Context: an optimization exercise on an open-source flow, tuned for small area, a short achievable clock period and few clock cycles. The choices shown serve that exercise and are no tape-out recipe. Function was checked by simulation only, so behaviour that the tests miss may differ from the original. Power is estimated from default activity; no workload was simulated.

==> flow/config.mk <==
export PLATFORM = sky130hd
export DESIGN_NAME = fortelion_engine
export DESIGN_NICKNAME = fortelion_engine
export VERILOG_FILES = /design/flow/design.v
export SDC_FILE = /design/flow/constraint.sdc
export NUM_CORES = 4
export LEC_CHECK = 0
export CAP_MARGIN = 20
export CORE_MARGIN = 2
export CORE_UTILIZATION = 50
export CTS_BUF_LIST = sky130_fd_sc_hd__clkbuf_4 sky130_fd_sc_hd__clkbuf_8
export PLACE_DENSITY = 0.75
export SLEW_MARGIN = 20
==> flow/constraint.sdc <==
create_clock -name core_clock -period 10.0 [get_ports {clk}]
set_input_delay 2.0000 -clock core_clock [delete_from_list [all_inputs] [get_ports {clk}]]
set_output_delay 2.0000 -clock core_clock [all_outputs]
set_load 0.01 [all_outputs]
==> flow/design.v <==
module fortelion_engine (
    input  wire         clk,
    input  wire         rst,
    input  wire         req_valid,
    input  wire [31:0]  req_word,
    input  wire         req_transport,
    output wire         req_ready,
    input  wire         s_valid,
    input  wire [1:0]   s_kind,
    input  wire [7:0]   s_data,
    output wire         s_ready,
    output reg          done,
    output reg  [7:0]   rstatus,
    output wire [7:0]   rrule,
    output wire [7:0]   rexp,
    output wire [7:0]   rrcv,
    output wire [7:0]   ract,
    output wire [15:0]  rvalid,
    output reg  [7:0]   rqty,
    output wire [15:0]  rneed,
    output wire [15:0]  ravail,
    output reg  [31:0]  rval,
    output wire [127:0] rvec,
    output wire [15:0]  rlen,
    output wire [255:0] rbytes,
    output wire [47:0]  rfault,
    output wire [39:0]  txb,
    output reg          txv
);
    localparam [3:0] C_CELLV = 4'd0, C_CURR = 4'd1, C_TEMP = 4'd2,
                     C_SOH = 4'd6, C_FS1 = 4'd7, C_FS2 = 4'd8,
                     C_MI = 4'd9, C_SU = 4'd10, C_NONE = 4'd15;
    localparam [4:0] S_IDLE = 5'd0, S_STRM = 5'd1, S_RW = 5'd2, S_RD1 = 5'd3,
                     S_CLR = 5'd4, S_WB = 5'd5, S_WR2 = 5'd6, S_WALK = 5'd7,
                     S_WE1 = 5'd8, S_CK1 = 5'd9, S_CK2 = 5'd10, S_X10 = 5'd11,
                     S_SUM = 5'd12, S_D1 = 5'd13, S_D2 = 5'd14, S_D3 = 5'd15,
                     S_DIV = 5'd16, S_WE2 = 5'd17, S_SUM0 = 5'd18, S_RD2 = 5'd19;
    function [7:0] f_len(input [3:0] c);
        f_len = (c == 4'd0) ? 8'd16 :
                (c >= 4'd1 && c <= 4'd5) ? 8'd2 :
                (c >= 4'd6 && c <= 4'd8) ? 8'd1 :
                (c == 4'd9) ? 8'd32 :
                (c == 4'd10) ? 8'd24 : 8'd0;
    endfunction
    function [7:0] f_code(input [3:0] c);
        f_code = (c == 4'd0) ? 8'h21 : (c == 4'd1) ? 8'h22 : (c == 4'd2) ? 8'h23 :
                 (c == 4'd3) ? 8'h24 : (c == 4'd4) ? 8'h25 : (c == 4'd5) ? 8'h26 :
                 (c == 4'd6) ? 8'h27 : (c == 4'd7) ? 8'h28 : (c == 4'd8) ? 8'h29 :
                 (c == 4'd9) ? 8'h30 : 8'h31;
    endfunction
    function [7:0] f_step(input [7:0] c);
        integer k;
        reg [7:0] x;
        begin
            x = c;
            for (k = 0; k < 8; k = k + 1)
                x = x[7] ? ((x << 1) ^ 8'h07) : (x << 1);
            f_step = x;
        end
    endfunction
    function [15:0] f_mask(input [3:0] q);
        f_mask = (q == 4'd0) ? 16'h0201 :
                 (q >= 4'd1 && q <= 4'd5) ? (16'h0600 | (16'h0001 << q)) :
                 (q == 4'd6 || q == 4'd7 || q == 4'd9) ? 16'h0600 :
                 (q == 4'd8) ? 16'h0640 :
                 (q == 4'd10) ? 16'h0680 :
                 (q == 4'd11) ? 16'h0700 : 16'h0400;
    endfunction
    reg [7:0]  fbn [0:37];       
    reg        fbz;              
    reg [3:0]  exp_cmd;          
    reg [7:0]  crc;              
    reg        rdy, srdy;
    reg [4:0]  seq;
    reg [5:0]  cnt;              
    reg [8:0]  idx;              
    reg [7:0]  wd;               
    reg [5:0]  wa;               
    reg        wv;               
    reg        cv;               
    reg        chk;              
    reg        k_rx, k_ok, k_ill, k_wr;
    reg [3:0]  kq;               
    reg        wclr;             
    reg [4:0]  txc;              
    reg [7:0]  txk;              
    reg        vs_bad;
    reg [2:0]  vs_rule;
    reg [7:0]  vs_exp, vs_rcv;
    reg        f_build, f_pay, f_inval, f_invz, f_range, f_noapp;
    reg [31:0] pen;              
    reg [5:0]  ra;               
    reg        rdv;              
    reg        wdv;              
    reg        wmode;            
    reg        en_vn;            
    reg        e_fs1, e_fs2, e_mi, e_su;    
    assign req_ready = rdy;
    assign s_ready   = srdy;
    wire [7:0] fb [0:37];
    genvar gi;
    generate
        for (gi = 0; gi < 38; gi = gi + 1) begin : g_fb
            assign fb[gi] = ~fbn[gi];
        end
    endgenerate
    wire       noframe  = (exp_cmd == C_NONE);
    wire [7:0] cur_len  = f_len(exp_cmd);
    wire [5:0] flen     = (exp_cmd == 4'd0) ? 6'd22 :
                          (exp_cmd >= 4'd1 && exp_cmd <= 4'd5) ? 6'd8 :
                          (exp_cmd >= 4'd6 && exp_cmd <= 4'd8) ? 6'd7 :
                          (exp_cmd == 4'd9) ? 6'd38 :
                          (exp_cmd == 4'd10) ? 6'd30 : 6'd0;
    wire [5:0] flen_m1  = (exp_cmd == 4'd0) ? 6'd21 :
                          (exp_cmd >= 4'd1 && exp_cmd <= 4'd5) ? 6'd7 :
                          (exp_cmd >= 4'd6 && exp_cmd <= 4'd8) ? 6'd6 :
                          (exp_cmd == 4'd9) ? 6'd37 :
                          (exp_cmd == 4'd10) ? 6'd29 : 6'd63;
    wire [5:0] l4       = (exp_cmd == 4'd0) ? 6'd20 :
                          (exp_cmd >= 4'd1 && exp_cmd <= 4'd5) ? 6'd6 :
                          (exp_cmd >= 4'd6 && exp_cmd <= 4'd8) ? 6'd5 :
                          (exp_cmd == 4'd9) ? 6'd36 :
                          (exp_cmd == 4'd10) ? 6'd28 : 6'd4;
    wire [7:0] cur_code = f_code(exp_cmd);
    wire [16:0] rr   = {idx[7:0], rval[31:23]};
    wire        rneg = idx[8];
    wire       k_abs    = (kq == 4'd6);
    wire is_fs1 = (exp_cmd == C_FS1), is_fs2 = (exp_cmd == C_FS2);
    wire is_mi  = (exp_cmd == C_MI),  is_su  = (exp_cmd == C_SU);
    wire       fr1_ok = is_fs1 | is_mi | is_su;
    wire       fr2_ok = is_fs2 | is_mi | is_su;
    wire       fr3_ok = is_su;
    wire [7:0] fr1 = is_mi ? fb[31] : is_su ? fb[22] : fb[4];
    wire [7:0] fr2 = is_mi ? fb[32] : is_su ? fb[23] : fb[4];
    wire [7:0] fr3 = fb[24];
    reg [47:0] fault_all;
    integer k;
    always @(*) begin
        for (k = 0; k < 8; k = k + 1) begin
            fault_all[2*k +: 2]      = !fr1_ok ? 2'd0 : (fr1[k] ? 2'd2 : 2'd1);
            fault_all[16 + 2*k +: 2] = !fr2_ok ? 2'd0 : (fr2[k] ? 2'd2 : 2'd1);
            fault_all[32 + 2*k +: 2] = !fr3_ok ? 2'd0 : (fr3[k] ? 2'd2 : 2'd1);
        end
    end
    wire [7:0] w_op  = req_word[7:0];
    wire [3:0] w_cmd = req_word[11:8];
    wire [4:0] w_fid = req_word[12:8];
    wire [3:0] w_q   = req_word[3:0];
    reg w_known, w_mbz;
    always @(*) begin
        w_known = 1'b1;
        w_mbz   = 1'b0;
        case (w_op)
            8'h01, 8'h13, 8'h14, 8'h15,
            8'h20, 8'h21, 8'h22, 8'h23, 8'h24, 8'h25, 8'h26,
            8'h27, 8'h28, 8'h29, 8'h2A, 8'h2B, 8'h2C, 8'h32:
                w_mbz = |req_word[31:8];
            8'h02, 8'h03, 8'h10: w_mbz = |req_word[31:12];
            8'h11: w_mbz = |req_word[23:17];
            8'h12: w_mbz = |req_word[31:17];
            8'h31: w_mbz = |req_word[31:13];
            8'h30: w_mbz = (|req_word[15:13]) | (|req_word[31:24]);
            default: w_known = 1'b0;
        endcase
    end
    wire w_ill_op  = !w_known || w_mbz || (w_op == 8'h13 && !req_transport);
    wire w_ill_opd = ((w_op == 8'h02 || w_op == 8'h03 || w_op == 8'h10) && w_cmd >= 4'd11) ||
                     ((w_op == 8'h30 || w_op == 8'h31) && w_fid >= 5'd24);
    wire w_stream  = (w_op == 8'h01) || (w_op == 8'h13);
    wire [12:0] qh;
    genvar gq;
    generate
        for (gq = 0; gq < 13; gq = gq + 1) begin : g_q
            assign qh[gq] = (w_q == gq);
        end
    endgenerate
    wire is_own = !is_mi && !is_su;        
    wire [7:0] g_lo =
        ({8{(qh[1] | qh[2] | qh[3] | qh[4] | qh[5]) & is_own | qh[1] & is_su | qh[9] & is_mi}} & fb[5]) |
        ({8{(qh[8] | qh[10] | qh[11]) & is_own}} & fb[4]) |
        ({8{qh[1] & is_mi | qh[9] & is_su}} & fb[21]) |
        ({8{qh[2] & is_mi | qh[11] & is_su}} & fb[23]) |
        ({8{(qh[3] | qh[6] | qh[7]) & is_mi}} & fb[25]) |
        ({8{qh[4] & is_mi}} & fb[27]) |
        ({8{qh[5] & is_mi}} & fb[29]) |
        ({8{qh[2] & is_su}} & fb[9]) |
        ({8{qh[3] & is_su}} & fb[11]) |
        ({8{qh[4] & is_su}} & fb[13]) |
        ({8{qh[5] & is_su}} & fb[15]) |
        ({8{qh[6] & is_su}} & fb[16]) |
        ({8{qh[7] & is_su}} & fb[17]) |
        ({8{qh[8] & is_mi}} & fb[30]) |
        ({8{qh[8] & is_su}} & fb[18]) |
        ({8{qh[10] & is_mi}} & fb[31]) |
        ({8{qh[10] & is_su}} & fb[22]) |
        ({8{qh[11] & is_mi}} & fb[32]) |
        ({8{qh[12]}} & fb[24]);
    wire [7:0] g_hi =
        ({8{(qh[1] | qh[2] | qh[3] | qh[4] | qh[5]) & is_own | qh[1] & is_su | qh[9] & is_mi}} & fb[4]) |
        ({8{qh[1] & is_mi | qh[9] & is_su}} & fb[20]) |
        ({8{qh[2] & is_mi}} & fb[22]) |
        ({8{(qh[3] | qh[6] | qh[7]) & is_mi}} & fb[24]) |
        ({8{qh[4] & is_mi}} & fb[26]) |
        ({8{qh[5] & is_mi}} & fb[28]) |
        ({8{qh[2] & is_su}} & fb[8]) |
        ({8{qh[3] & is_su}} & fb[10]) |
        ({8{qh[4] & is_su}} & fb[12]) |
        ({8{qh[5] & is_su}} & fb[14]);
    wire        g_sx = (qh[1] | qh[2]) & g_hi[7];
    wire [31:0] gval = {{16{g_sx}}, g_hi, g_lo};
    wire [4:0]  gseq = (qh[1] & (is_mi | is_su) | (qh[3] | qh[4] | qh[5]) & is_su) ? S_X10 :
                       ((qh[6] | qh[7]) & is_mi) ? S_D1 :
                       (qh[9] & is_mi) ? S_SUM0 : S_IDLE;
    wire        gdiv0 = is_mi && (qh[6] ? ({fb[26], fb[27]} == 16'd0) :
                                  qh[7] ? ({fb[28], fb[29]} == 16'd0) : 1'b0);
    wire [15:0] w_mask   = f_mask(w_q);
    wire        w_source = w_mask[exp_cmd];
    wire [7:0] w_code = f_code(w_cmd);
    wire [7:0] w_bck  = f_step(f_step(f_step(f_step(8'h05) ^ 8'h01) ^ w_code) ^ 8'h00);
    wire [7:0] pb [0:31];
    reg  [7:0] rd;
    integer r;
    always @(*) begin
        case (ra)
            6'd0: rd = fb[0];
            6'd1: rd = fb[1];
            6'd2: rd = fb[2];
            6'd3: rd = fb[3];
            6'd36: rd = fb[36];
            6'd37: rd = fb[37];
            default: rd = 8'd0;
        endcase
        for (r = 0; r < 32; r = r + 1)
            rd = rd | pb[r];
    end
    wire rdi = ((seq == S_RW) && !k_wr && idx < {3'd0, flen}) || (seq == S_WALK) ||
               ((seq == S_SUM) && cnt <= 6'd19);
    reg [7:0] ck_exp;
    reg       ck_at;
    reg [2:0] ck_rule;
    always @(*) begin
        ck_at = 1'b1;
        case (wa)
            6'd0: begin ck_exp = 8'h02;    ck_rule = 3'd1; end
            6'd1: begin ck_exp = 8'h01;    ck_rule = 3'd2; end
            6'd2: begin ck_exp = cur_code; ck_rule = 3'd3; end
            6'd3: begin ck_exp = cur_len;  ck_rule = 3'd4; end
            default: begin
                ck_exp = crc; ck_rule = 3'd5;
                ck_at  = (wa == l4);
            end
        endcase
    end
    wire ck_new  = chk && (wa == 6'd0);      
    wire ck_fail = chk && ck_at && (ck_new || !vs_bad) && (wd != ck_exp);
    wire        a_x10 = (seq == S_X10) || (seq == S_D1) || (seq == S_D2);
    wire        a_div = (seq == S_DIV);
    wire [15:0] mi_des  = {fb[26], fb[27]};
    wire [15:0] mi_full = {fb[28], fb[29]};
    wire [15:0] dvsr    = k_abs ? mi_des : mi_full;
    wire [22:0] add_a = a_x10 ? {rval[19:0], 3'b000} :
                        a_div ? {{5{rr[16]}}, rr, rval[22]} : rval[22:0];
    wire [22:0] add_b = a_x10 ? {rval[21:0], 1'b0} :
                        a_div ? (rneg ? {7'd0, dvsr} : ~{7'd0, dvsr}) :
                        (seq == S_SUM) ? (wa[0] ? {15'd0, wd} : {7'd0, wd, 8'd0}) :
                        (k_abs ? {8'd0, mi_des[15:1]} : 23'd0);
    wire [23:0] add_w = {add_a, 1'b1} + {add_b, a_div && !rneg};
    wire [22:0] add_s = add_w[23:1];
    wire rx_success = (s_kind != 2'd3) &&
                      ((s_kind == 2'd1) ? (cnt == flen_m1) : (cnt == flen));
    integer b;
    always @(posedge clk) begin
        for (b = 0; b < 38; b = b + 1)
            if (wv && wa == b)
                fbn[b] <= wclr ? 8'hFF : ~wd;
    end
    always @(posedge clk) begin
        if (rst) begin
            rdy     <= 1'b1;
            srdy    <= 1'b0;
            seq     <= S_IDLE;
            done    <= 1'b0;
            exp_cmd <= C_NONE;
            txv     <= 1'b0;
            wv      <= 1'b0;
            cv      <= 1'b0;
            chk     <= 1'b0;
            rstatus <= 8'hFF;
            rqty    <= 8'd0;
            rval    <= 32'd0;
            f_build <= 1'b0; f_pay <= 1'b0; f_inval <= 1'b0; f_invz <= 1'b0; f_range <= 1'b0; f_noapp <= 1'b0;
            pen <= 32'hFFFFFFFF; en_vn <= 1'b1;
            rdv <= 1'b0; wdv <= 1'b0; wmode <= 1'b0;
            e_fs1 <= 1'b0; e_fs2 <= 1'b0; e_mi <= 1'b0; e_su <= 1'b0;
        end else begin
            done <= 1'b0;
            wv   <= 1'b0;
            wclr <= 1'b0;
            cv   <= 1'b0;
            chk  <= 1'b0;
            if (cv)
                crc <= f_step((wa == 6'd0 ? 8'd0 : crc) ^ wd);    
            rdv <= rdi;
            wdv <= rdv;
            if (rdi) ra <= cnt;
            if (seq != S_IDLE) begin
                for (r = 0; r < 32; r = r + 1)
                    pen[r] <= !(rdi && cnt == r + 4);
            end
            if (rdv) begin
                wd  <= rd;
                wa  <= ra;
                chk <= wmode;
                cv  <= wmode && (ra < l4);
            end
            if (ck_fail) begin
                vs_bad  <= 1'b1;
                vs_rule <= ck_rule;
                vs_exp  <= ck_exp;
                vs_rcv  <= wd;
            end else if (ck_new) begin
                vs_bad  <= 1'b0;
            end
            case (seq)
            S_IDLE: if (req_valid) begin
                rstatus <= 8'd0;
                rqty    <= 8'd0;
                rval    <= 32'd0;
                f_build <= 1'b0; f_pay <= 1'b0; f_inval <= 1'b0; f_invz <= 1'b0; f_range <= 1'b0; f_noapp <= 1'b0;
                pen <= 32'hFFFFFFFF; en_vn <= 1'b1;
                e_fs1 <= 1'b0; e_fs2 <= 1'b0; e_mi <= 1'b0; e_su <= 1'b0;
                done    <= 1'b1;
                k_ill   <= w_ill_op;
                idx     <= req_word[16:8];
                cnt     <= req_word[13:8];
                wd      <= req_word[31:24];
                k_rx    <= (w_op == 8'h13);
                k_wr    <= (w_op == 8'h11);
                kq      <= w_q;
                if (w_stream) begin
                    done <= 1'b0;
                    rdy  <= 1'b0;
                    srdy <= 1'b1;
                    seq  <= S_STRM;
                    k_ok <= !w_ill_op && !(w_op == 8'h13 && noframe);
                end else if (w_ill_op) begin
                    rstatus <= 8'h0E;
                end else if (w_ill_opd) begin
                    rstatus <= 8'h0F;
                end else begin
                    case (w_op)
                    8'h02: rval <= {16'd0, f_len(w_cmd), w_code};
                    8'h03: begin
                        txc     <= w_code[4:0];
                        txk     <= w_bck;
                        txv     <= 1'b1;
                        f_build <= 1'b1;
                    end
                    8'h10: begin
                        exp_cmd <= w_cmd;
                        fbz     <= 1'b1;
                    end
                    8'h11, 8'h12: begin
                        if (noframe) rstatus <= 8'h05;
                        else begin
                            done <= 1'b0;
                            rdy  <= 1'b0;
                            seq  <= S_RW;
                        end
                    end
                    8'h14: begin
                        if (noframe) rstatus <= 8'h05;
                        else if (vs_bad || fbz) begin
                            rstatus <= 8'h01;
                            f_inval <= !fbz;
                            f_invz  <= fbz;
                        end
                    end
                    8'h15: begin
                        if (noframe) rstatus <= 8'h05;
                        else begin
                            f_pay <= 1'b1;
                            for (r = 0; r < 32; r = r + 1)
                                pen[r] <= fbz || (cur_len <= r);
                        end
                    end
                    8'h30: rval <= {30'd0, req_word[16 + w_fid[2:0]] ? 2'd2 : 2'd1};
                    8'h31, 8'h32: begin
                        if (noframe) rstatus <= 8'h05;
                        else if (vs_bad || fbz) begin
                            rstatus <= 8'h01;
                            f_inval <= !fbz;
                            f_invz  <= fbz;
                        end else if (w_op == 8'h31) begin
                            rval <= {30'd0, fault_all[2*w_fid +: 2]};
                        end else begin
                            e_fs1 <= is_fs1; e_fs2 <= is_fs2; e_mi <= is_mi; e_su <= is_su;
                        end
                    end
                    default: begin     
                        if (noframe) rstatus <= 8'h05;
                        else if (vs_bad || fbz) begin
                            rstatus <= 8'h01;
                            f_inval <= !fbz;
                            f_invz  <= fbz;
                        end else if (!w_source) begin
                            rstatus <= 8'h02;
                            f_noapp <= 1'b1;
                        end else if (gdiv0) begin
                            rstatus <= 8'h04;
                            rqty    <= (w_q == 4'd6) ? 8'd6 : 8'd7;
                        end else if (w_q == 4'd0) begin
                            en_vn <= 1'b0;
                        end else begin
                            rval <= gval;
                            if (gseq != S_IDLE) begin
                                done <= 1'b0;
                                rdy  <= 1'b0;
                                seq  <= gseq;
                            end
                        end
                    end
                    endcase
                end
            end
            S_STRM: if (s_valid) begin
                if (!s_kind[1]) begin
                    wd  <= s_data;
                    wa  <= cnt;
                    wv  <= k_ok && k_rx;
                    chk <= k_ok && k_rx;
                    cv  <= k_ok && (!k_rx || cnt < l4);
                    if (cnt != 6'd63) cnt <= cnt + 6'd1;
                end
                if (s_kind != 2'd0) begin
                    srdy <= 1'b0;
                    if (k_rx) begin
                        done <= 1'b1;
                        rdy  <= 1'b1;
                        seq  <= S_IDLE;
                        if (k_ill) rstatus <= 8'h0E;
                        else if (noframe) rstatus <= 8'h05;
                        else if (rx_success) fbz <= 1'b0;
                        else begin
                            rstatus <= 8'h12;
                            fbz     <= 1'b1;
                        end
                    end else begin
                        seq <= S_CK1;
                    end
                end
            end
            S_CK1: seq <= S_CK2;
            S_CK2: begin
                if (k_ill) rstatus <= 8'h0E;
                else if (cnt != 6'd0) rval <= {24'd0, crc};
                if (!k_ill && !noframe && !fbz) begin
                    cnt   <= 6'd0;
                    wmode <= 1'b1;
                    seq   <= S_WALK;
                end else begin
                    done <= 1'b1;
                    rdy  <= 1'b1;
                    seq  <= S_IDLE;
                end
            end
            S_RW: begin
                if (idx >= {3'd0, flen}) begin
                    rstatus <= 8'h06;
                    f_range <= 1'b1;
                    done <= 1'b1; rdy <= 1'b1; seq <= S_IDLE;
                end else if (!k_wr) begin
                    seq <= S_RD1;
                end else if (fbz) begin
                    cnt <= 6'd0;
                    seq <= S_CLR;
                end else begin
                    seq <= S_WB;
                end
            end
            S_RD1: seq <= S_RD2;            
            S_RD2: begin
                rval <= fbz ? 32'd0 : {24'd0, wd};
                done <= 1'b1; rdy <= 1'b1; seq <= S_IDLE;
            end
            S_CLR: begin
                wa   <= cnt;
                wv   <= 1'b1;
                wclr <= 1'b1;
                cnt <= cnt + 6'd1;
                if (cnt == 6'd37) begin
                    fbz <= 1'b0;
                    seq <= S_WB;
                end
            end
            S_WB: begin
                wa  <= idx[5:0];
                wv  <= 1'b1;
                seq <= S_WR2;
            end
            S_WR2: begin
                cnt     <= 6'd0;
                wmode   <= 1'b1;
                seq     <= S_WALK;
            end
            S_WALK: begin
                cnt <= cnt + 6'd1;
                if (cnt == l4)
                    seq <= S_WE1;
            end
            S_WE1: seq <= S_WE2;
            S_WE2: begin
                wmode <= 1'b0;
                done <= 1'b1; rdy <= 1'b1; seq <= S_IDLE;
            end
            S_X10: begin
                rval <= {{9{add_s[22]}}, add_s};
                done <= 1'b1; rdy <= 1'b1; seq <= S_IDLE;
            end
            S_SUM0: begin
                cnt <= 6'd6;
                seq <= S_SUM;
            end
            S_SUM: begin
                cnt <= cnt + 6'd1;
                if (wdv)
                    rval <= {9'd0, add_s};
                if (wdv && wa == 6'd19) begin
                    done <= 1'b1; rdy <= 1'b1; seq <= S_IDLE;
                end
            end
            S_D1: begin
                rval <= {9'd0, add_s};
                seq  <= S_D2;
            end
            S_D2: begin
                rval <= {9'd0, add_s};
                seq  <= S_D3;
            end
            S_D3: begin
                rval <= {9'd0, add_s};
                idx  <= 9'd0;
                cnt  <= 6'd0;
                seq  <= S_DIV;
            end
            S_DIV: begin
                idx  <= {add_s[16], add_s[16:9]};
                rval <= {add_s[8:0], rval[21:0], !add_s[16]};
                cnt  <= cnt + 6'd1;
                if (cnt == 6'd22) begin
                    rval[31:23] <= 9'd0;
                    done <= 1'b1; rdy <= 1'b1; seq <= S_IDLE;
                end
            end
            default: seq <= S_IDLE;
            endcase
        end
    end
    genvar gj;
    generate
        for (gj = 0; gj < 32; gj = gj + 1) begin : g_pay
            assign pb[gj] = ~(fbn[4 + gj] | {8{pen[gj]}});
            if (gj == 0)
                assign rbytes[8*gj +: 8] = pb[gj] | (f_build ? 8'h05 : 8'h00);
            else if (gj == 1)
                assign rbytes[8*gj +: 8] = pb[gj] | (f_build ? 8'h01 : 8'h00);
            else if (gj == 2)
                assign rbytes[8*gj +: 8] = pb[gj] | (f_build ? {3'b001, txc} : 8'h00);
            else if (gj == 4)
                assign rbytes[8*gj +: 8] = pb[gj] | (f_build ? txk : 8'h00);
            else
                assign rbytes[8*gj +: 8] = pb[gj];
        end
        for (gj = 0; gj < 8; gj = gj + 1) begin : g_vec
            assign rvec[16*gj +: 16] = ~({fbn[4 + 2*gj], fbn[5 + 2*gj]} | {16{en_vn}});
        end
        for (gj = 0; gj < 8; gj = gj + 1) begin : g_flt
            wire b1 = (e_fs1 & fb[4][gj]) | (e_mi & fb[31][gj]) | (e_su & fb[22][gj]);
            wire n1 = (e_fs1 & fbn[4][gj]) | (e_mi & fbn[31][gj]) | (e_su & fbn[22][gj]);
            wire b2 = (e_fs2 & fb[4][gj]) | (e_mi & fb[32][gj]) | (e_su & fb[23][gj]);
            wire n2 = (e_fs2 & fbn[4][gj]) | (e_mi & fbn[32][gj]) | (e_su & fbn[23][gj]);
            wire b3 = e_su & fb[24][gj];
            wire n3 = e_su & fbn[24][gj];
            assign rfault[2*gj +: 2]      = {b1, n1};
            assign rfault[16 + 2*gj +: 2] = {b2, n2};
            assign rfault[32 + 2*gj +: 2] = {b3, n3};
        end
    endgenerate
    assign txb = {txk, 8'h00, 3'b001, txc, 8'h01, 8'h05};
    assign rrule  = (f_inval ? {5'd0, vs_rule} : 8'd0) | {7'd0, f_invz};
    assign rexp   = (f_inval ? vs_exp : 8'd0) | {6'd0, f_invz, 1'b0};
    assign rrcv   = f_inval ? vs_rcv : 8'd0;
    assign ract   = f_noapp ? {4'd0, exp_cmd} : 8'd0;
    assign rvalid = f_noapp ? f_mask(kq) : 16'd0;
    assign rneed  = f_range ? {7'd0, idx} : 16'd0;
    assign ravail = f_range ? {10'd0, flen} : 16'd0;
    assign rlen   = f_build ? 16'd5 : f_pay ? {8'd0, cur_len} : 16'd0;
endmodule
==> flow/flow/run.sh <==
#!/bin/bash
# Own layout flow: the standard synthesis, then the standard layout
# with two changes to how it is made:
#   * the port buffers are sky130_fd_sc_hd__buf_1 cells (the standard flow
#     picks a delay cell); there is still one buffer on every input and
#     output port, and the repair steps resize them like any other cell;
#   * the timing repair steps aim for a larger setup slack.
# The clock period, the constraints and every other step are the standard
# ones. Each tool's output goes to a log file of its own in this folder.
set -euo pipefail
bash standard.sh synth > synth.log 2>&1
bash standard.sh \
    "BUFFER_PORTS_ARGS=-buffer_cell sky130_fd_sc_hd__buf_1" \
    "SETUP_SLACK_MARGIN=6" \
    finish > layout.log 2>&1
==> flow/standard.sh <==
#!/bin/bash
# synth_recipe.tcl (not shown) runs the flow's synth.tcl, then flattens the netlist and writes it again
# the make line also repeats each setting of config.mk as NAME=value (left out here)
make -C /OpenROAD-flow-scripts/flow DESIGN_CONFIG=/design/flow/config.mk WORK_HOME=/design/flow/orfs CLKGATE_MAP_FILE= SYNTH_SCRIPT=/design/flow/synth_recipe.tcl "${@:-finish}"
==> results of run 1 <==
[layout make-up]
class,instances,area [um^2],area share
clock inverter,41,256,0.00697
timing repair buffer,834,4830,0.131
multi-input combinational,2384,15300,0.415
antenna,13,32.5,0.000884
timing repair inverter,2,16.3,0.000442
sequential,492,13800,0.375
tap,773,967,0.0263
clock buffer,102,1320,0.0358
inverter,68,319,0.00867
[path summary, 6_finish.rpt]
check / startpoint / end / slack, ns / depth (start not counted)
worst max register to register: pen[23] / wd[0] / 5.51 / 8
worst min register to register: rdy / rdy / 0.46 / 2
worst min-delay path: rdy / rdy / 0.46 / 2
worst max-delay path: pen[23] / wd[0] / 5.51 / 8
[layer usage]
| layer | vias to the layer above | part of all wire | routed length, um | track usage |
|---|---|---|---|---|
| li1 | 13100 | - | - | - |
| met1 | 16000 | 0.32 | 59500 | 0.682 |
| met2 | 3998 | 0.39 | 70800 | 0.782 |
| met3 | 1065 | 0.18 | 33200 | 0.280 |
| met4 | 13 | 0.11 | 19900 | 0.447 |
| met5 | - | 0.0011 | 194 | 0.00954 |
[flip-flops by register name, indices dropped and copies added, names as in the netlist, 2 cells and up]
register	count
txk	8
vs_rule	3
fbn	304
txc	5
rval	32
cnt	6
vs_exp	8
ra	6
rstatus	6
crc	8
rqty	2
pen	32
wa	6
kq	4
vs_rcv	8
wd	8
exp_cmd	4
idx	9
seq	5
[cell usage in the layout, fill, tap and decap left out, types with 21 or more instances in the layout]
cell type	synthesis	routed
o21ai_1	4	22
edfxtp_1	390	390
nand2b_1	54	50
dfxtp_1	102	85
nor4_1	83	69
a22oi_1	22	22
nor2_1	621	584
o22ai_1	95	92
conb_1	2	73
a222oi_1	22	22
a211o_1	34	32
nor3_1	67	52
ha_1	41	38
mux2i_1	39	38
o21ai_0	170	143
a31oi_1	45	44
o221ai_1	34	28
buf_4	128	180
nand4_1	34	34
xnor2_1	79	78
buf_6	2	28
nand3_1	42	42
buf_1	21	563
nor2b_1	28	24
nor2_2	1	25
inv_1	64	55
and2_1	49	46
nand2_1	210	205
a21o_1	25	24
clkbuf_8	0	89
o211ai_1	27	27
a21oi_2	9	21
a21oi_1	150	135
buf_12	0	26
[cells by family after synthesis]
group,after synthesis
mux,55
buf+inv,425
simple gates,1303
other cells,2
fa+ha+maj,43
xor+xnor,101
compound gates,808
flops,492
[worst reg2reg max path, delay by kind of cell (launching register included)]
| family | cells | cell delay (ns) |
|---|---|---|
| simple gates | 4 | 2.08 |
| compound gates | 3 | 1.08 |
| flops | 1 | 0.87 |
| buf+inv | 1 | 0.22 |
[what timing repair did]
action                     in CTS  in global routing
hold endpoints to repair        0                  0
setup buffers                  95                 63
resized for setup             225                173
setup endpoints to repair     295                155
gates cloned                   10                  4
pin swaps                      42                 76
[where the power goes]
part           internal, uW  switching, uW
registers              2230           61.2
logic                   151            351
clock network           881            935
total                  3260           1350
[per-stage QoR]
step	total power, uW	utilization	instances	hold slack, ns	cell area (um^2)
6_report	4610	0.625	4709	0.461	36800
5_1_grt	4660	0.625	4698	0.487	36800
4_1_cts	4510	0.602	4627	0.458	35500
3_5_place_dp	2750	0.544	4379	0.444	32000
3_3_place_gp	2750	0.544	4379	0.444	32000
2_1_floorplan	2580	-	3300	0.424	30200
==> reports/metrics.yaml, run 1 <==
outcome:
  status: "timing/DRC/antenna clean"
worst_setup_path:
  cp-start-kind: "flop"
  critPathTopFamily: "simple AND/OR/NAND/NOR gates"
  crit_fanout: 10
  cp.arrival_ns: 4.94
  slowest_delay_ns: 0.87
  path_buf_inv: 1
  critPathKind: "flop to flop"
  end_kind: "flop"
  worstPathRequired_ns: 10.46
  crit_chain: "nor2_1 -> nor4_1 -> nand4_1 -> a2111oi_2 -> buf_4 -> o2111ai_1 -> nor3_2 -> o21ai_0"
  crit_slowest_cell: "dfxtp_1"
logic_synthesis:
  synth_most_common_cell: "nor2_1"
  synth_fa_ha_area_frac: 0.0183
  async_flop_share: 0
  synth_top_flop_cell: "edfxtp_1"
  ys_ff_latch: 492
  ys_types: 104
  syn_inst: 3229
  ys_seq_area_frac: 0.463
  muxShareOfSynthArea: 0.0241
  syn_area_um2: 29700
  synth_xor_area_frac: 0.0298
  synth_edf_count: 390
  yosys_warnings: 2
  syn_area_per_cell_um2: 9.20
  ys_top_cells_by_area: "edfxtp_1 39%, nor2_1 7.8%, dfxtp_1 6.9%"
  synth_common_cells: "621 x nor2_1, 390 x edfxtp_1, 210 x nand2_1"
  synth_top_family_by_area: "simple AND/OR/NAND/NOR gates"
  yosys.area.top_type: "edfxtp_1"
  synth-compound-area-share: 0.184
  yosys.area.top_type_share: 0.394
  synthSimpleGateAreaFrac: 0.209
die:
  dieArea_um2: 61400
  initial_utilization: 0.504
  io_pins: 667
  num_rows: 89
  die_w_um: 248
  core_area_um2: 58900
  die_h_um: 248
power:
  powerDensity_nw_per_um2: 125
  irDropWorstVdd_uv: 128
  p_leak_uw: 0.0131
route:
  avgViaCountPerCell: 7.25
  drt_wl_total_um: 184000
  drc: 0
  first_pass_iters: 9
  detail-route-antenna-nets: 0
  drt_iter0_markers: 6779
  vias: 34200
  avgRoutedWirePerCell_um: 39.0
cts:
  clockBufferDepth: 3
  tritoncts: "built"
  insertion_delay_ns: 0.73
  cts_root_buf: "clkbuf_8"
  postCtsHoldBufs: 0
  cts_buffers: 83
  cts_num_sinks: 492
  cts_htree_levels: 3
  clkTransAtPathRegs_ns: 0.07
final_layout:
  area_delta_synth_final_pct: 24.0
  nFillCells: 4976
  fin_nets: 3954
  drive_above_1_share: 0.172
sta:
  finalWorstSetupSlack_ns: 5.51
  rsz0062_at_grt: "yes"
  setup_violations: 0
  skew_ns: 0.0595
  worst_slew_margin_rel: 0.125
  fmax_mhz: 223
  report.final.slew_viol_count: 0
  setup_tns_ns: 0
  hold_violations: 0
  fin_crit_ns: 4.49
  worst_pin_slew_ns: 1.30
  min_period_over_period: 0.449
grt:
  globalRouteTotalUtil: 0.572
  antenna_found_initial: 16
  first_global_vias: 29600
  overflow: 0
  grt_max_degree: 98
  grt_first_pass_wirelength_um: 239000
place:
  io_buffers: 593
  hpwl_um: 132000
  pre_cts_ws_ns: 4.37
  routabilityCongestion: 1.09
min_path:
  worstHoldPathType: "flop to flop"
flow_run:
  maxCapViolCount: 0
Testbench counts, summed over its fixed seeds: cycles 18,504.
==> inputs of run 2 (changes only) <==
--- a/flow/design.v
+++ b/flow/design.v
@@ -34,7 +34,8 @@
                      S_CLR = 5'd4, S_WB = 5'd5, S_WR2 = 5'd6, S_WALK = 5'd7,
                      S_WE1 = 5'd8, S_CK1 = 5'd9, S_CK2 = 5'd10, S_X10 = 5'd11,
                      S_SUM = 5'd12, S_D1 = 5'd13, S_D2 = 5'd14, S_D3 = 5'd15,
-                     S_DIV = 5'd16, S_WE2 = 5'd17, S_SUM0 = 5'd18, S_RD2 = 5'd19;
+                     S_DIV = 5'd16, S_WE2 = 5'd17, S_SUM0 = 5'd18, S_RD2 = 5'd19,
+                     S_RD1B = 5'd20, S_WE1B = 5'd21;
     function [7:0] f_len(input [3:0] c);
         f_len = (c == 4'd0) ? 8'd16 :
                 (c >= 4'd1 && c <= 4'd5) ? 8'd2 :
@@ -91,6 +92,9 @@
     reg [31:0] pen;              
     reg [5:0]  ra;               
     reg        rdv;              
+    reg        rdv2;             
+    reg [7:0]  rg0, rg1;         
+    reg [5:0]  ra2;
     reg        wdv;              
     reg        wmode;            
     reg        en_vn;            
@@ -218,10 +222,16 @@
     wire [7:0] w_code = f_code(w_cmd);
     wire [7:0] w_bck  = f_step(f_step(f_step(f_step(8'h05) ^ 8'h01) ^ w_code) ^ 8'h00);
     wire [7:0] pb [0:31];
-    reg  [7:0] rd;
+    reg  [7:0] or0, or1, rd;
     integer r;
     always @(*) begin
-        case (ra)
+        or0 = 8'd0;
+        or1 = 8'd0;
+        for (r = 0; r < 16; r = r + 1) begin
+            or0 = or0 | pb[r];
+            or1 = or1 | pb[r + 16];
+        end
+        case (ra2)
             6'd0: rd = fb[0];
             6'd1: rd = fb[1];
             6'd2: rd = fb[2];
@@ -230,8 +240,7 @@
             6'd37: rd = fb[37];
             default: rd = 8'd0;
         endcase
-        for (r = 0; r < 32; r = r + 1)
-            rd = rd | pb[r];
+        rd = rd | rg0 | rg1;
     end
     wire rdi = ((seq == S_RW) && !k_wr && idx < {3'd0, flen}) || (seq == S_WALK) ||
                ((seq == S_SUM) && cnt <= 6'd19);
@@ -290,7 +299,7 @@
             rval    <= 32'd0;
             f_build <= 1'b0; f_pay <= 1'b0; f_inval <= 1'b0; f_invz <= 1'b0; f_range <= 1'b0; f_noapp <= 1'b0;
             pen <= 32'hFFFFFFFF; en_vn <= 1'b1;
-            rdv <= 1'b0; wdv <= 1'b0; wmode <= 1'b0;
+            rdv <= 1'b0; rdv2 <= 1'b0; wdv <= 1'b0; wmode <= 1'b0;
             e_fs1 <= 1'b0; e_fs2 <= 1'b0; e_mi <= 1'b0; e_su <= 1'b0;
         end else begin
             done <= 1'b0;
@@ -300,18 +309,22 @@
             chk  <= 1'b0;
             if (cv)
                 crc <= f_step((wa == 6'd0 ? 8'd0 : crc) ^ wd);    
-            rdv <= rdi;
-            wdv <= rdv;
+            rdv  <= rdi;
+            rdv2 <= rdv;
+            wdv  <= rdv2;
+            rg0  <= or0;
+            rg1  <= or1;
+            ra2  <= ra;
             if (rdi) ra <= cnt;
             if (seq != S_IDLE) begin
                 for (r = 0; r < 32; r = r + 1)
                     pen[r] <= !(rdi && cnt == r + 4);
             end
-            if (rdv) begin
+            if (rdv2) begin
                 wd  <= rd;
-                wa  <= ra;
+                wa  <= ra2;
                 chk <= wmode;
-                cv  <= wmode && (ra < l4);
+                cv  <= wmode && (ra2 < l4);
             end
             if (ck_fail) begin
                 vs_bad  <= 1'b1;
@@ -478,7 +491,8 @@
                     seq <= S_WB;
                 end
             end
-            S_RD1: seq <= S_RD2;            
+            S_RD1: seq <= S_RD1B;
+            S_RD1B: seq <= S_RD2;           
             S_RD2: begin
                 rval <= fbz ? 32'd0 : {24'd0, wd};
                 done <= 1'b1; rdy <= 1'b1; seq <= S_IDLE;
@@ -508,7 +522,8 @@
                 if (cnt == l4)
                     seq <= S_WE1;
             end
-            S_WE1: seq <= S_WE2;
+            S_WE1: seq <= S_WE1B;
+            S_WE1B: seq <= S_WE2;
             S_WE2: begin
                 wmode <= 1'b0;
                 done <= 1'b1; rdy <= 1'b1; seq <= S_IDLE;
--- a/flow/flow/run.sh
+++ b/flow/flow/run.sh
@@ -11,5 +11,5 @@
 bash standard.sh synth > synth.log 2>&1
 bash standard.sh \
     "BUFFER_PORTS_ARGS=-buffer_cell sky130_fd_sc_hd__buf_1" \
-    "SETUP_SLACK_MARGIN=6" \
+    "SETUP_SLACK_MARGIN=5.5" \
     finish > layout.log 2>&1
--- a/flow/config.mk
+++ b/flow/config.mk
@@ -7,7 +7,7 @@
 export LEC_CHECK = 0
 export CAP_MARGIN = 20
 export CORE_MARGIN = 2
-export CORE_UTILIZATION = 50
+export CORE_UTILIZATION = 55
 export CTS_BUF_LIST = sky130_fd_sc_hd__clkbuf_4 sky130_fd_sc_hd__clkbuf_8
-export PLACE_DENSITY = 0.75
+export PLACE_DENSITY = 0.85
 export SLEW_MARGIN = 20
==> reports/metrics.yaml, run 2 <==
grt:
  antenna_found_initial: 9
  grt_first_pass_wirelength_um: 221000
  grt_max_degree: 88
  overflow: 0
  first_global_vias: 29200
  globalRouteTotalUtil: 0.554
route:
  dr_wl_met2_um: 64800
  top_layer: "met5"
  detail-route-antenna-nets: 0
  drc: 0
  avgViaCountPerCell: 7.23
  wl_met3_um: 28000
  drt_wl_total_um: 165000
  first_pass_iters: 11
  vias: 33000
  drt_iter0_markers: 6249
  avgRoutedWirePerCell_um: 36.1
  wl_met1_um: 53900
die:
  core_area_um2: 55000
  dieArea_um2: 57300
  initial_utilization: 0.555
  die_h_um: 239
  io_pins: 667
  num_rows: 86
  die_w_um: 239
logic_synthesis:
  yosys.area.top_type: "edfxtp_1"
  ys_top_cells_by_area: "edfxtp_1 41%, nor2_1 7.6%, dfxtp_1 6.8%"
  async_flop_share: 0
  synth_edf_count: 412
  synth_most_common_cell: "nor2_1"
  syn_inst: 3277
  ys_seq_area_frac: 0.473
  ys_types: 98
  yosys_warnings: 2
  syn_area_um2: 30500
  ys_ff_latch: 515
  syn_area_per_cell_um2: 9.31
  yosys.area.top_type_share: 0.406
  synth_common_cells: "621 x nor2_1, 412 x edfxtp_1, 207 x nand2_1"
  synth_top_flop_cell: "edfxtp_1"
flow_run:
  maxCapViolCount: 0
sta:
  worst_pin_slew_ns: 1.30
  rsz0062_at_grt: "yes"
  worst_slew_margin_rel: 0.122
  hold_violations: 0
  finalWorstSetupSlack_ns: 5.38
  setup_violations: 0
  report.final.slew_viol_count: 0
  min_period_over_period: 0.462
  setup_tns_ns: 0
  fmax_mhz: 216
  skew_ns: 0.0577
  fin_crit_ns: 4.62
worst_setup_path:
  critPathKind: "input pin to flop"
  ff2ff_setup_slack_ns: 5.47
  critPathTopFamily: "simple AND/OR/NAND/NOR gates"
  worstPathRequired_ns: 10.59
  cp-start-kind: "input pin"
  path_buf_inv: 2
  slowest_delay_ns: 0.73
  crit_fanout: 46
  rr_startpoint: "kq[3]"
  r2r-end: "idx[5]"
  crit_chain: "clkbuf_2 -> buf_4 -> nand4bb_2 -> or2_2 -> o22ai_1 -> nor4_1 -> o221ai_1 -> a21oi_1 -> nand2b_1 -> a21oi_1"
  rr_worst_depth: 14
  cp.arrival_ns: 5.21
  end_kind: "flop"
  crit_slowest_cell: "nor4_1"
  worst_path_most_repeated_cell: "a21oi_1"
min_path:
  worstHoldPathType: "flop to flop"
  holdPathEnd: "ra2[4]"
  hold_depth: 0
  min_from: "ra[4]"
cts:
  cts_buffers: 85
  clkTransAtPathRegs_ns: 0.06
  cts_num_sinks: 515
  tritoncts: "built"
  postCtsHoldBufs: 0
  cts_htree_levels: 3
  cts_root_buf: "clkbuf_8"
  insertion_delay_ns: 0.74
  clockBufferDepth: 3
final_layout:
  layout_commonest_cell: "nor2_1"
  top_register: "fbn"
  postLayoutCellArea_um2: 34900
  fin_nets: 3833
  nFillCells: 4656
  final_cell_mix: "611 x nor2_1, 587 x buf_1, 412 x edfxtp_1"
  area_delta_synth_final_pct: 14.3
  reg_top3: "fbn x304, pen x32, rval x32"
  largest_register_ffs: 304
  drive_above_1_share: 0.0913
power:
  netSwitchingFraction: 0.285
  pwr-share-comb: 0.104
  irDropWorstVdd_uv: 118
  intPower_uw: 3560
  p_leak_uw: 0.0119
  powerDensity_nw_per_um2: 143
  p_switching_uw: 1420
  p_clk_frac: 0.406
  p_seq_frac: 0.490
place:
  routabilityCongestion: 1.14
  hpwl_um: 125000
  pre_cts_ws_ns: 4.28
  place_area_um2: 32600
  io_buffers: 593
outcome:
  status: "timing/DRC/antenna clean"
-- run 2: cell types whose count changed after synthesis, moves of 11 or more --
| cell | previous run | this run |
|---|---|---|
| o22ai_1 | 95 | 75 |
| o21ai_0 | 170 | 155 |
| edfxtp_1 | 390 | 412 |
| nor3_1 | 67 | 78 |
| inv_1 | 64 | 53 |
| nor4_1 | 83 | 102 |
| o221ai_1 | 34 | 46 |
-- run 2: worst reg2reg max path, stage by stage (launching register included) --
cell and delay [ns]:
edfxtp_1 0.51, nor4bb_4 0.35, buf_8 0.26, mux2i_2 0.37
xnor2_1 0.11, o21ai_0 0.27, nor2_1 0.14, ha_1 0.28
a2111oi_2 0.35, o21ai_1 0.20, o2bb2ai_2 0.22, or4b_2 0.67
a41oi_1 0.26, xnor2_1 0.13, a22o_1 0.19
-- run 2: how the worst max path moves through the flow --
stage	startpoint	to	slack, ns	cells after the start
floorplan	req_word[5]	txc[0]	5.63	7
global placement	req_word[2]	rval[31]	4.38	9
detailed placement	req_word[2]	rval[31]	4.28	9
CTS	exp_cmd[2]	rlen[0]	5.29	6
global route	seq[3]	idx[5]	5.29	16
finish	req_word[2]	rval[13]	5.38	10
-- run 2: layout make-up --
| cell class | instances | area [um^2] | area share |
|---|---|---|---|
| Antenna cell | 5 | 12.5 | 0.000359 |
| Clock buffer | 113 | 1410 | 0.0403 |
| Clock inverter | 43 | 379 | 0.0109 |
| Inverter | 61 | 241 | 0.00693 |
| Multi-Input combinational cell | 2415 | 14600 | 0.418 |
| Sequential cell | 515 | 14500 | 0.414 |
| Tap cell | 748 | 936 | 0.0268 |
| Timing Repair Buffer | 666 | 2850 | 0.0818 |
-- run 2: per-layer routing --
layer	vias to the layer above	global-route usage
met5	-	0.000866
met4	8	0.467
met3	933	0.224
met2	3669	0.759
met1	15400	0.676
li1	13000	-
-- run 2: timing repair --
| action | CTS | global route |
|---|---|---|
| setup endpoints to repair | 138 | 78 |
| gates cloned | 1 | 0 |
| pin swaps | 5 | 1 |
| setup buffers | 4 | 2 |
| endpoints found under the hold margin | 0 | 0 |
| gates resized for setup | 45 | 49 |
-- run 2: cell families (layout without fill, tap and decap cells) --
| family | Yosys count | count (layout) | synth area share |
|---|---|---|---|
| compound gates | 802 | 802 | 0.182 |
| xor+xnor | 98 | 98 | 0.0281 |
| fa+ha+maj | 42 | 42 | 0.0175 |
| buf+inv | 419 | 883 | 0.0683 |
| flops | 515 | 515 | 0.473 |
| mux | 47 | 47 | 0.0190 |
| other cells | 2 | 78 | 0.000246 |
| simple gates | 1352 | 1353 | 0.212 |
-- run 2: stage by stage --
stage	instances	util	power [uW]	hold slack, ns
floorplan	3348	-	2750	0.400
global placement	4397	0.594	2950	0.404
detailed placement	4397	0.594	2950	0.405
CTS	4558	0.629	4900	0.368
global route	4562	0.634	5050	0.380
finish	4566	0.634	4980	0.384
-- run 2: power by group through the flow --
stage | registers (uW) | clock network, uW | logic [uW]
3_3_place_gp | 2480 | 0 | 470
2_1_floorplan | 2420 | 0 | 325
6_report | 2440 | 2020 | 516
4_1_cts | 2430 | 1990 | 481
5_1_grt | 2440 | 2080 | 528
3_5_place_dp | 2480 | 0 | 476
Testbench counts of run 2, summed over its fixed seeds: cycles 18,520.
==> inputs of run 3 (changes only) <==
--- a/flow/config.mk
+++ b/flow/config.mk
@@ -7,7 +7,7 @@
 export LEC_CHECK = 0
 export CAP_MARGIN = 20
 export CORE_MARGIN = 2
-export CORE_UTILIZATION = 55
+export CORE_UTILIZATION = 50
 export CTS_BUF_LIST = sky130_fd_sc_hd__clkbuf_4 sky130_fd_sc_hd__clkbuf_8
 export PLACE_DENSITY = 0.85
 export SLEW_MARGIN = 20
==> reports/metrics.yaml, run 3 <==
final_layout:
  fin_nets: 3861
  final_cell_mix: "612 x nor2_1, 586 x buf_1, 412 x edfxtp_1"
  seqCellArea_um2: 14500
  layout_commonest_cell: "nor2_1"
  drive_above_1_share: 0.100
  nFillCells: 5365
  area_delta_synth_final_pct: 15.3
  postLayoutCellArea_um2: 35100
  stdcell_count: 4633
  reg_top3: "fbn x304, pen x32, rval x32"
  multi_input_area_um2: 14600
  top_register: "fbn"
  largest_register_ffs: 304
place:
  place_area_um2: 32700
  io_buffers: 593
  hpwl_um: 131000
  pre_cts_ws_ns: 3.99
  routabilityCongestion: 1.09
  dpl.cell_count: 4435
logic_synthesis:
  synth_common_cells: "621 x nor2_1, 412 x edfxtp_1, 207 x nand2_1"
  yosys_warnings: 2
  syn_area_um2: 30500
  yosys.area.top_type: "edfxtp_1"
  ys_ff_latch: 515
  synth_most_common_cell: "nor2_1"
  yosys.area.top_type_share: 0.406
  synth_top_flop_cell: "edfxtp_1"
  syn_inst: 3277
  ys_seq_area_frac: 0.473
  syn_area_per_cell_um2: 9.31
  ys_types: 98
  synth_edf_count: 412
  ys_top_cells_by_area: "edfxtp_1 41%, nor2_1 7.6%, dfxtp_1 6.8%"
  async_flop_share: 0
cts:
  cts_htree_levels: 3
  cts_root_buf: "clkbuf_8"
  insertion_delay_ns: 0.74
  clockBufferDepth: 3
  cts_num_sinks: 515
  cts_buffers: 88
  tritoncts: "built"
  clkTransAtPathRegs_ns: 0.06
route:
  avgViaCountPerCell: 7.16
  drc: 0
  drt_iter0_markers: 6594
  drt_wl_total_um: 173000
  detail-route-antenna-nets: 0
  vias: 33200
  avgRoutedWirePerCell_um: 37.4
  first_pass_iters: 12
grt:
  first_global_vias: 29400
  grt_first_pass_wirelength_um: 232000
  antenna_found_initial: 12
  globalRouteTotalUtil: 0.528
  grt_max_degree: 99
  overflow: 0
sta:
  setup_violations: 0
  report.final.slew_viol_count: 0
  worst_slew_margin_rel: 0.112
  setup_tns_ns: 0
  worst_pin_slew_ns: 1.31
  skew_ns: 0.0396
  fmax_mhz: 221
  finalWorstSetupSlack_ns: 5.47
  fin_crit_ns: 4.53
  rsz0062_at_grt: "yes"
  min_period_over_period: 0.453
  hold_violations: 0
worst_setup_path:
  slowest_delay_ns: 0.59
  end_kind: "output pin"
  crit_chain: "buf_8 -> nor2_1 -> buf_1"
  worstPathRequired_ns: 8.00
  cp.arrival_ns: 2.53
  crit_fanout: 98
  ff2ff_setup_slack_ns: 5.57
  cp-start-kind: "flop"
  crit_slowest_cell: "dfxtp_4"
  critPathKind: "flop to output pin"
power:
  irDropWorstVdd_uv: 114
  p_switching_uw: 1430
  pwr-share-comb: 0.107
  p_leak_uw: 0.0121
  p_seq_frac: 0.491
  total_power_uw: 4980
  netSwitchingFraction: 0.288
  p_clk_frac: 0.402
  intPower_uw: 3540
  powerDensity_nw_per_um2: 142
flow_run:
  maxCapViolCount: 0
die:
  io_pins: 667
  die_h_um: 251
  num_rows: 90
  dieArea_um2: 63000
  core_area_um2: 60400
  die_w_um: 251
  initial_utilization: 0.505
min_path:
  worstHoldPathType: "flop to flop"
outcome:
  status: "timing/DRC/antenna clean"
==> run 3: timing repair <==
action                     CTS  global route
cloned                       2             0
setup endpoints to repair  178            68
buffers inserted             6            19
pin swaps                    4             7
hold buffers                 0             0
gates resized for setup     62            35
==> run 3: stage by stage <==
step | hold WS [ns] | util
after floorplan | 0.400 | -
after global placement | 0.401 | 0.542
after detailed placement | 0.405 | 0.542
after CTS | 0.419 | 0.577
after global routing | 0.428 | 0.582
final | 0.422 | 0.582
==> run 3: cell families after synthesis <==
logic type	synth area share
simple gates	0.212
fa+ha+maj	0.0175
other cells	0.000246
mux	0.0190
xor+xnor	0.0281
buf+inv	0.0683
compound gates	0.182
flops	0.473
==> run 3: power groups by stage <==
stage | sequential (uW) | combinational [uW] | clock, uW
after CTS | 2430 | 496 | 1980
after global routing | 2440 | 545 | 2060
after floorplan | 2420 | 325 | 0
after detailed placement | 2480 | 491 | 0
after global placement | 2480 | 488 | 0
final | 2440 | 532 | 2000
==> run 3: worst paths after layout <==
path	from	cells after the start	endpoint
setup / recovery	en_vn	3	rvec[60]
hold / removal	ra[1]	0	ra2[1]
setup reg to reg	seq[4]	15	rval[14]
hold reg to reg	ra[1]	0	ra2[1]
==> run 3: cell type report <==
cell class | instances | area share
Clock buffer | 123 | 0.0426
Tap cell | 782 | 0.0278
Antenna cell | 6 | 0.000427
Inverter | 61 | 0.00673
Sequential cell | 515 | 0.411
Clock inverter | 40 | 0.00865
Timing Repair Buffer | 691 | 0.0884
Multi-Input combinational cell | 2415 | 0.414
==> run 3: critical path, delay by kind of cell, from the launching register on <==
kind	cells	cell delay, ns
DFF	1	0.59
buffers and inverters	2	0.71
and+or+nand+nor	1	0.37
==> run 3: routing by layer <==
layer  vias to the layer above  part of all wire  track usage
met4                        12              0.10        0.416
met5                         -           0.00057            0
li1                      13100                 -            -
met2                      3594              0.41        0.753
met3                       904              0.15        0.181
met1                     15600              0.33        0.653
==> inputs of run 4 (changes only) <==
--- a/flow/flow/run.sh
+++ b/flow/flow/run.sh
@@ -11,5 +11,5 @@
 bash standard.sh synth > synth.log 2>&1
 bash standard.sh \
     "BUFFER_PORTS_ARGS=-buffer_cell sky130_fd_sc_hd__buf_1" \
-    "SETUP_SLACK_MARGIN=5.5" \
+    "SETUP_SLACK_MARGIN=5.75" \
     finish > layout.log 2>&1
==> reports/metrics.yaml, run 4 <==
grt:
  grt_first_pass_wirelength_um: 233000
  antenna_found_initial: 9
  overflow: 0
  busiest_layer: "met2"
  grt_max_degree: 83
  use_met1: 0.644
  first_global_vias: 30100
  grtUsageMet2: 0.752
  use_met3: 0.202
  globalRouteTotalUtil: 0.528
route:
  avgRoutedWirePerCell_um: 37.4
  avgViaCountPerCell: 7.24
  drt_iter0_markers: 6518
  detail-route-antenna-nets: 0
  drc: 0
  vias: 33700
  first_pass_iters: 13
  drt_wl_total_um: 174000
cts:
  insertion_delay_ns: 0.74
  cts_root_buf: "clkbuf_8"
  cts_buffers: 88
  tritoncts: "built"
  postCtsHoldBufs: 0
  cts_num_sinks: 515
  cts_htree_levels: 3
  clkTransAtPathRegs_ns: 0.06
  clockBufferDepth: 3
final_layout:
  fin_nets: 3887
  nFillCells: 5314
  final_cell_mix: "610 x nor2_1, 583 x buf_1, 412 x edfxtp_1"
  drive_above_1_share: 0.120
  largest_register_ffs: 304
  layout_commonest_cell: "nor2_1"
  area_delta_synth_final_pct: 17.6
  top_register: "fbn"
  reg_top3: "fbn x304, pen x32, rval x32"
place:
  routabilityCongestion: 1.10
  hpwl_um: 130000
  io_buffers: 593
sta:
  rsz0062_at_grt: "yes"
  fin_crit_ns: 4.28
  report.final.slew_viol_count: 0
  setup_violations: 0
  setup_tns_ns: 0
  skew_ns: 0.0542
  hold_violations: 0
  min_period_over_period: 0.428
  worst_pin_slew_ns: 1.29
  fmax_mhz: 234
  fin_hold_ws_ns: 0.397
  worst_slew_margin_rel: 0.138
worst_setup_path:
  cp-startpoint: "req_word[0]"
  crit_chain: "buf_1 -> clkbuf_8 -> nor2_2 -> a2111oi_1 -> o21ai_0 -> and2_1 -> o221ai_1 -> a221oi_1 -> a21oi_1"
  worstPathRequired_ns: 10.57
  end_kind: "flop"
  cp-start-kind: "input pin"
  cp.arrival_ns: 4.85
  critPathKind: "input pin to flop"
  slowest_delay_ns: 0.62
  rr_startpoint: "kq[0]"
  r2r-end: "rval[0]"
  crit_fanout: 36
  ff2ff_setup_slack_ns: 5.78
  critPathTopFamily: "compound AO/OA/AOI/OAI gates"
  path_buf_inv: 2
  crit_slowest_cell: "and2_1"
  cp.depth: 9
  rr_worst_depth: 16
logic_synthesis:
  ys_seq_area_frac: 0.473
  synth_common_cells: "621 x nor2_1, 412 x edfxtp_1, 207 x nand2_1"
  ys_top_cells_by_area: "edfxtp_1 41%, nor2_1 7.6%, dfxtp_1 6.8%"
  syn_area_um2: 30500
  yosys.area.top_type: "edfxtp_1"
  yosys.area.top_type_share: 0.406
  synth_top_flop_cell: "edfxtp_1"
  ys_types: 98
  yosys_warnings: 2
  syn_area_per_cell_um2: 9.31
  synth_edf_count: 412
  ys_ff_latch: 515
  async_flop_share: 0
  syn_inst: 3277
  synth_most_common_cell: "nor2_1"
min_path:
  holdPathEnd: "ra2[1]"
  hold_depth: 0
  worstHoldPathType: "flop to flop"
  min_from: "ra[1]"
die:
  io_pins: 667
  die_w_um: 251
  core_area_um2: 60400
  num_rows: 90
  die_h_um: 251
  initial_utilization: 0.505
  dieArea_um2: 63000
power:
  powerDensity_nw_per_um2: 139
  total_power_uw: 5000
  p_leak_uw: 0.0124
  irDropWorstVdd_uv: 123
outcome:
  status: "timing/DRC/antenna clean"
flow_run:
  maxCapViolCount: 0
-- run 4: cell type report --
type / count / area, um^2 / share of cell area
sequential: 515 / 14500 / 0.403
tap: 782 / 978 / 0.0273
timing repair inverter: 1 / 7.51 / 0.000209
multi-input combinational: 2414 / 14900 / 0.415
antenna: 8 / 20.0 / 0.000558
timing repair buffer: 717 / 3470 / 0.0968
clock inverter: 45 / 347 / 0.00966
clock buffer: 116 / 1450 / 0.0403
inverter: 61 / 243 / 0.00677
-- run 4: routing by layer --
metal	vias up	routed length, um	part of all wire
li1	13100	-	-
met1	15900	57700	0.33
met2	3756	70700	0.41
met3	955	27800	0.16
met4	10	17900	0.10
met5	-	80	0.00046
-- run 4: how the worst max path moves through the flow --
stage                          end  slack (ns)
after floorplan            pen[16]        5.73
after global placement      pen[5]        4.52
after detailed placement  rval[30]        4.51
after CTS                 rval[14]        5.75
after global routing      rval[14]        5.66
final                     rval[10]        5.72
-- run 4: kinds of logic (layout without fill, tap and decap cells) --
group | Yosys count | in the layout | synth area share
other | 2 | 81 | 0.000246
and+or+nand+nor | 1352 | 1352 | 0.212
buffers and inverters | 419 | 940 | 0.0683
xor gates and xnor gates | 98 | 98 | 0.0281
DFF | 515 | 515 | 0.473
adders and majority gates | 42 | 42 | 0.0175
muxes | 47 | 47 | 0.0190
AOI/OAI and AO/OA | 802 | 802 | 0.182
-- run 4: timing repair --
item	CTS	global route
setup endpoints to repair	220	53
hold endpoints to repair	0	0
buffers inserted	21	24
cloned	3	2
pin swaps	6	11
gates resized for setup	112	81
-- run 4: power breakdown --
group	switching, uW	internal [uW]
logic	404	155
clock network	975	1040
registers	76.1	2350
total	1450	3550
-- run 4: metrics by stage --
stage | instance area, um^2 | cells | setup WS (ns) | util
floorplan | 30800 | 3348 | 5.73 | -
finish | 35900 | 4659 | 5.72 | 0.594
CTS | 35200 | 4623 | 5.75 | 0.583
detailed placement | 32800 | 4438 | 4.51 | 0.543
global route | 35900 | 4652 | 5.66 | 0.594
global placement | 32700 | 4438 | 4.52 | 0.543
==> inputs of run 5 (changes only) <==
--- a/flow/flow/run.sh
+++ b/flow/flow/run.sh
@@ -11,5 +11,5 @@
 bash standard.sh synth > synth.log 2>&1
 bash standard.sh \
     "BUFFER_PORTS_ARGS=-buffer_cell sky130_fd_sc_hd__buf_1" \
-    "SETUP_SLACK_MARGIN=5.75" \
+    "SETUP_SLACK_MARGIN=6" \
     finish > layout.log 2>&1
==> reports/metrics.yaml, run 5 <==
logic_synthesis:
  async_flop_share: 0
  ys_ff_latch: 515
  ys_seq_area_frac: 0.473
  ys_top_cells_by_area: "edfxtp_1 41%, nor2_1 7.6%, dfxtp_1 6.8%"
  syn_inst: 3277
  yosys_warnings: 2
  ys_types: 98
  synth_top_flop_cell: "edfxtp_1"
  synth_common_cells: "621 x nor2_1, 412 x edfxtp_1, 207 x nand2_1"
  yosys.area.top_type: "edfxtp_1"
  syn_area_per_cell_um2: 9.31
  syn_area_um2: 30500
  yosys.area.top_type_share: 0.406
  synth_most_common_cell: "nor2_1"
  synth_edf_count: 412
worst_setup_path:
  crit_chain: "buf_12 -> or4b_4 -> o21a_4 -> inv_4 -> a21o_1 -> buf_6"
  critPathKind: "flop to output pin"
  rr_worst_depth: 18
  r2r-end: "rval[0]"
  rr_startpoint: "kq[2]"
  crit_slowest_cell: "or4b_4"
  worstPathRequired_ns: 8.00
  cp-start-kind: "flop"
  ff2ff_setup_slack_ns: 5.93
  end_kind: "output pin"
  crit_fanout: 6
  cp.arrival_ns: 2.25
  slowest_delay_ns: 0.56
grt:
  overflow: 0
  grt_first_pass_wirelength_um: 237000
  globalRouteTotalUtil: 0.537
  grt_max_degree: 86
  first_global_vias: 30600
  antenna_found_initial: 14
power:
  p_leak_uw: 0.0132
  p_switching_uw: 1490
  total_power_uw: 5170
  irDropWorstVdd_uv: 123
  pwr-share-comb: 0.111
  intPower_uw: 3670
  powerDensity_nw_per_um2: 138
  p_clk_frac: 0.417
  netSwitchingFraction: 0.289
  p_seq_frac: 0.472
cts:
  clkTransAtPathRegs_ns: 0.06
  cts_buffers: 89
  insertion_delay_ns: 0.77
  tritoncts: "built"
  cts_num_sinks: 515
  cts_root_buf: "clkbuf_8"
  cts_htree_levels: 3
  clockBufferDepth: 3
  postCtsHoldBufs: 0
outcome:
  status: "timing/DRC/antenna clean"
final_layout:
  final_cell_mix: "595 x nor2_1, 571 x buf_1, 412 x edfxtp_1"
  layout_commonest_cell: "nor2_1"
  drive_above_1_share: 0.163
  top_register: "fbn"
  reg_top3: "fbn x304, pen x32, rval x32"
  fin_nets: 3974
  largest_register_ffs: 304
  area_delta_synth_final_pct: 23.1
route:
  wl_met3_um: 29600
  vias: 34600
  top_layer: "met5"
  avgViaCountPerCell: 7.28
  first_pass_iters: 12
  avgRoutedWirePerCell_um: 37.5
  drt_wl_total_um: 178000
  dr_wl_met2_um: 70800
  drt_iter0_markers: 6740
  drc: 0
  wl_met1_um: 57300
  detail-route-antenna-nets: 0
sta:
  setup_tns_ns: 0
  hold_violations: 0
  fmax_mhz: 236
  fin_crit_ns: 4.25
  worst_slew_margin_rel: 0.226
  skew_ns: 0.0724
  worst_pin_slew_ns: 1.14
  rsz0062_at_grt: "yes"
  min_period_over_period: 0.425
  setup_violations: 0
  report.final.slew_viol_count: 0
min_path:
  worstHoldPathType: "flop to flop"
  holdPathEnd: "ra2[3]"
  min_from: "ra[3]"
  hold_depth: 0
die:
  num_rows: 90
  die_h_um: 251
  core_area_um2: 60400
  dieArea_um2: 63000
  die_w_um: 251
  io_pins: 667
  initial_utilization: 0.505
place:
  hpwl_um: 129000
  io_buffers: 593
  routabilityCongestion: 1.10
flow_run:
  maxCapViolCount: 0
[run 5: per-stage QoR]
step                      setup WS [ns]   util  hold WS (ns)  cells  area, um^2
after floorplan                    5.76      -         0.400   3348       30900
after global placement             4.62  0.543         0.401   4436       32800
final                              5.75  0.622         0.422   4752       37500
after CTS                          5.76  0.601         0.420   4687       36300
after global routing               5.77  0.622         0.425   4745       37500
after detailed placement           4.52  0.543         0.405   4436       32800
[run 5: timing repair]
item | 4_1_cts | 5_1_grt
endpoints found under the setup margin | 301 | 180
gates cloned | 8 | 4
setup buffers | 77 | 50
pin swaps | 34 | 55
gates resized for setup | 195 | 165
[run 5: power by group through the flow]
| stage | clock (uW) | sequential (uW) | combinational, uW |
|---|---|---|---|
| final | 2150 | 2440 | 574 |
| after global routing | 2210 | 2430 | 584 |
| after CTS | 2120 | 2430 | 513 |
| after detailed placement | 0 | 2480 | 492 |
| after global placement | 0 | 2480 | 486 |
| after floorplan | 0 | 2420 | 328 |
[run 5: cell families after synthesis]
logic type / share of synthesized area
and+or+nand+nor: 0.212
AOI/OAI and AO/OA: 0.182
DFF: 0.473
buffers and inverters: 0.0683
xor gates and xnor gates: 0.0281
muxes: 0.0190
adders and majority gates: 0.0175
other: 0.000246
[run 5: worst max path at each step]
stage,slack (ns),cells after the start,from,to
6_report,5.75,6,exp_cmd[1],rlen[0]
5_1_grt,5.77,6,exp_cmd[1],rlen[0]
4_1_cts,5.76,6,exp_cmd[1],rlen[0]
3_5_place_dp,4.52,9,req_word[4],pen[1]
3_3_place_gp,4.62,9,req_word[4],pen[6]
2_1_floorplan,5.76,9,req_word[7],pen[16]
[run 5: cell type report]
class	instances	area (um^2)
Antenna cell	10	25.0
Sequential cell	515	14500
Timing Repair inverter	3	23.8
Clock buffer	122	1500
Clock inverter	44	449
Inverter	61	270
Fill cell	5088	22800
Timing Repair Buffer	800	4420
Tap cell	782	978
Multi-Input combinational cell	2415	15400
[run 5: per-layer routing]
metal / GRT usage / vias to the layer above
met5: 0.0100 / -
met4: 0.454 / 14
met3: 0.219 / 1156
met2: 0.752 / 4046
met1: 0.642 / 16000
li1: - / 13300
[run 5: worst max-delay path: cells and delay by family (launching register included)]
family | cells | cell delay, ns
flops | 1 | 0.35
simple gates | 1 | 0.56
buf+inv | 3 | 0.32
compound gates | 2 | 0.29

-- port drivers added, routing unchanged --
How much do the figures lean on ideal ports? The routed layouts below were timed once more, with nothing changed but the port constraints. Step 1: set_driving_cell puts a clkbuf_16 on clk and a buf_2 on each other input, an assumption about the parent block. Step 2 adds t to the input delays and takes it off the output delays; t is the mean of the earliest and latest rising clock arrival at the registers after step 1. Input paths then give back, and output paths get back, about the clock's delay inside the block. Three values: ideal ports, drivers, drivers and shift; two values: the first two.
run	t (ns)	setup slack, ns	worst register clock-pin slew, ns
run 1	0.770	5.515 / 5.515 / 4.999	0.08 / 0.08
run 2	0.784	5.378 / 5.414 / 4.630	0.09 / 0.09
run 3	0.783	5.469 / 5.405 / 4.774	0.07 / 0.07
run 4	0.774	5.719 / 5.676 / 4.989	0.07 / 0.07
run 5	0.799	5.754 / 5.688 / 5.163	0.07 / 0.07
After both steps setup and hold are still met in every run listed. The setup slack of run 2, which loses most, moves by +0.036 ns with the drivers and by -0.748 ns with both steps.
